What follows belongs to an exercise in optimizing a design on an open flow for small area, a short achievable clock period and few clock cycles; a production flow would make more cautious choices. Function was checked by simulation only, so behaviour that the tests miss may differ from the original. No activity file was given, so power comes from the tool's default toggle rates.

==> module trb_render, before the edit <==
module trb_render (
    input  wire        clk,
    input  wire        rst,           
    input  wire        start,         
    input  wire [31:0] xscroll,       
    input  wire [31:0] yscroll,       
    input  wire        transp,        
    input  wire        sheet_valid,
    input  wire [31:0] sheet_dim,     
    output wire        busy,
    output reg         done,
    output wire        err,
    output wire [3:0]  errcode,
    output reg         tile_rd,
    output wire [11:0] tile_addr,
    input  wire [33:0] tile_rdata,    
    output reg         idx_rd,
    output reg  [11:0] idx_addr,
    input  wire [1:0]  idx_rdata,
    output reg         fb_we,
    output reg  [9:0]  fb_addr,
    output reg  [7:0]  fb_wdata
);
    reg busy_r, idle_r, chk;
    assign busy = busy_r;
    wire accept = start & idle_r;
    reg [9:0] sw;
    reg       tr;
    reg       err_r, ec1_r, ec0_r;
    assign err     = err_r;
    assign errcode = {1'b0, err_r, ec1_r, ec0_r};
    reg       vG;
    reg [5:0] px;
    reg [2:0] x, y;
    reg [5:0] tx, ty;
    reg       nt0, nt1, nt2, nt3;    
    assign tile_addr = {ty, tx};
    reg       v1, vI, vD, lastW;
    reg [2:0] sx, sy;            
    reg [1:0] dbits;
    reg [31:0] color;
    wire       eol     = (px == 6'd39);
    wire       xw      = (x == 3'd7);
    wire       next_nt = eol | xw;
    wire       advG    = vG & ~(next_nt & (nt0 | nt1));
    wire [5:0] tx_d    = eol ? (xw ? 6'd60 : 6'd59) : {5'd0, xw};
    wire lastD = vD & (fb_addr == 10'd958);
    wire kill  = lastD | (chk & err_r);
    reg [7:0] subc;
    always @(*) begin
        case (idx_rdata)
            2'd0: subc = color[7:0];
            2'd1: subc = color[15:8];
            2'd2: subc = color[23:16];
            default: subc = color[31:24];
        endcase
    end
    wire [1:0] dnow = nt1 ? tile_rdata[33:32] : dbits;
    always @(posedge clk) begin
        if (idle_r) begin
            sw    <= sheet_dim[9:0];
            tr    <= transp;
            err_r <= ~sheet_valid | (sheet_dim[15:3] == 13'd0) | (sheet_dim[31:19] == 13'd0);
            ec1_r <= sheet_valid & ((sheet_dim[15:3] == 13'd0) | (sheet_dim[31:19] == 13'd0));
            ec0_r <= ~sheet_valid;
        end
        x  <= idle_r ? xscroll[2:0] : x + {2'd0, advG};
        tx <= idle_r ? xscroll[8:3] : tx + (advG ? tx_d : 6'd0);
        y  <= idle_r ? yscroll[2:0] : y + {2'd0, advG & eol};
        ty <= idle_r ? yscroll[8:3] : ty + {5'd0, advG & eol & (y == 3'd7)};
        px <= (idle_r | (advG & eol)) ? 6'd0 : px + {5'd0, advG};
        fb_addr <= idle_r ? 10'h3FF : fb_addr + {9'd0, vD};
        sx <= (x - 3'd1) ^ {3{dnow[0]}};
        sy <= (y - {2'd0, px == 6'd0}) ^ {3{dnow[1]}};
        nt2 <= nt1; nt3 <= nt2;
        if (nt1) dbits <= tile_rdata[33:32];
        if (nt3) color <= tile_rdata[31:0];
        idx_addr <= sy * sw + {9'd0, sx};
        fb_wdata <= subc;
    end
    always @(posedge clk) begin
        if (rst) begin
            busy_r <= 1'b0; idle_r <= 1'b1; chk <= 1'b0; done <= 1'b0;
            vG <= 1'b0; v1 <= 1'b0; vI <= 1'b0; vD <= 1'b0; lastW <= 1'b0;
            nt0 <= 1'b0; nt1 <= 1'b0;
            tile_rd <= 1'b0; idx_rd <= 1'b0; fb_we <= 1'b0;
        end else begin
            chk   <= accept;
            lastW <= lastD;
            done  <= (chk & err_r) | lastW;
            if (accept) begin
                busy_r <= 1'b1; idle_r <= 1'b0;
            end else if ((chk & err_r) | lastW) begin
                busy_r <= 1'b0; idle_r <= 1'b1;
            end
            fb_we <= vD & ~(tr & (subc == 8'hFF));
            if (kill) begin
                vG <= 1'b0; v1 <= 1'b0; vI <= 1'b0; idx_rd <= 1'b0; vD <= 1'b0;
                nt0 <= 1'b0; nt1 <= 1'b0; tile_rd <= 1'b0;
            end else begin
                if (accept) vG <= 1'b1;
                nt0 <= accept | (advG & next_nt);
                nt1 <= nt0;
                tile_rd <= accept | (advG & next_nt) | nt1;
                v1 <= advG;
                vI <= v1;
                idx_rd <= vI;
                vD <= idx_rd;
            end
        end
    end
endmodule
Settings: LEC_CHECK=0, CAP_MARGIN=20, CORE_MARGIN=2, CORE_UTILIZATION=40, SLEW_MARGIN=20; clock period 10.0 ns.
standard.sh (not shown) runs the stock make flow with config.mk's settings and CLKGATE_MAP_FILE= SYNTH_SCRIPT=/design/flow/synth_recipe.tcl, a recipe that flattens the netlist after the stock synthesis.
==> flow/flow/run.sh <==
#!/bin/bash
set -euo pipefail
export BUFFER_PORTS_ARGS="-buffer_cell sky130_fd_sc_hd__buf_1"
export SETUP_SLACK_MARGIN=6.95
export CTS_ARGS="-sink_clustering_enable -repair_clock_nets -dont_use_dummy_load -buf_list {sky130_fd_sc_hd__clkbuf_4 sky130_fd_sc_hd__clkbuf_8}"
bash standard.sh > standard.log 2>&1
Testbench counts at the start, summed over its fixed seeds: cycles 62,952.
Change:
--- a/flow/design.v
+++ b/flow/design.v
@@ -33,20 +33,19 @@
     reg [5:0] px;
     reg [2:0] x, y;
     reg [5:0] tx, ty;
     reg       nt0, nt1, nt2, nt3;    
     assign tile_addr = {ty, tx};
     reg       v1, vI, vD, lastW;
-    reg [2:0] sx, sy;            
+    reg [2:0] x1, y1, sx, sy;    
     reg [1:0] dbits;
     reg [31:0] color;
     wire       eol     = (px == 6'd39);
     wire       xw      = (x == 3'd7);
     wire       next_nt = eol | xw;
     wire       advG    = vG & ~(next_nt & (nt0 | nt1));
-    wire [5:0] tx_d    = eol ? (xw ? 6'd60 : 6'd59) : {5'd0, xw};
     wire lastD = vD & (fb_addr == 10'd958);
     wire kill  = lastD | (chk & err_r);
     reg [7:0] subc;
     always @(*) begin
         case (idx_rdata)
             2'd0: subc = color[7:0];
@@ -61,20 +60,20 @@
             sw    <= sheet_dim[9:0];
             tr    <= transp;
             err_r <= ~sheet_valid | (sheet_dim[15:3] == 13'd0) | (sheet_dim[31:19] == 13'd0);
             ec1_r <= sheet_valid & ((sheet_dim[15:3] == 13'd0) | (sheet_dim[31:19] == 13'd0));
             ec0_r <= ~sheet_valid;
         end
-        x  <= idle_r ? xscroll[2:0] : x + {2'd0, advG};
-        tx <= idle_r ? xscroll[8:3] : tx + (advG ? tx_d : 6'd0);
-        y  <= idle_r ? yscroll[2:0] : y + {2'd0, advG & eol};
-        ty <= idle_r ? yscroll[8:3] : ty + {5'd0, advG & eol & (y == 3'd7)};
+        {tx, x} <= idle_r ? xscroll[8:0] :
+                   {tx, x} + (advG ? (eol ? 9'h1D9 : 9'h001) : 9'h000);
+        {ty, y} <= idle_r ? yscroll[8:0] : {ty, y} + {8'd0, advG & eol};
         px <= (idle_r | (advG & eol)) ? 6'd0 : px + {5'd0, advG};
         fb_addr <= idle_r ? 10'h3FF : fb_addr + {9'd0, vD};
-        sx <= (x - 3'd1) ^ {3{dnow[0]}};
-        sy <= (y - {2'd0, px == 6'd0}) ^ {3{dnow[1]}};
+        x1 <= x;  y1 <= y;
+        sx <= x1 ^ {3{dnow[0]}};
+        sy <= y1 ^ {3{dnow[1]}};
         nt2 <= nt1; nt3 <= nt2;
         if (nt1) dbits <= tile_rdata[33:32];
         if (nt3) color <= tile_rdata[31:0];
         idx_addr <= sy * sw + {9'd0, sx};
         fb_wdata <= subc;
     end
Outcome:
- global-route usage grows by 0.92 points
- setup slack gains 73 ps
- die area grows by 0.76%
- total power shrinks by 6.9%
- core utilization shrinks by 0.40 points
- combinational power shrinks by 23%
Testbench counts after the change, summed over its fixed seeds: cycles 62,952.

-- afterwards: timing with drivers on the ports --
In the flow no input, the clock included, has a driving cell. The finished layouts below were timed again as built, in two steps. Step 1 (the two cells are an assumption about what drives the block):
set clk [get_ports {clk}]
set_driving_cell -lib_cell sky130_fd_sc_hd__clkbuf_16 $clk
set_driving_cell -lib_cell sky130_fd_sc_hd__buf_2 [delete_from_list [all_inputs] $clk]
Step 2 times the ports against the registers' clock, not the clock port: input delays grow and output delays shrink by t, the midpoint of the rising clock arrivals with the driver on. Slacks: no drivers / after step 1 / after step 2; pairs: no drivers / after step 1.
| run | t, ns | setup slack, ns | hold WS [ns] |
|---|---|---|---|
| the first run | 0.460 | 6.919 / 6.883 / 6.671 | 0.344 / 0.344 / 0.344 |
| the second run | 0.455 | 6.992 / 6.956 / 6.645 | 0.344 / 0.344 / 0.344 |
After both steps setup and hold are still met in every run listed. For the second run, which loses most, drivers alone change the setup slack by -0.036 ns; drivers and shift together by -0.347 ns.
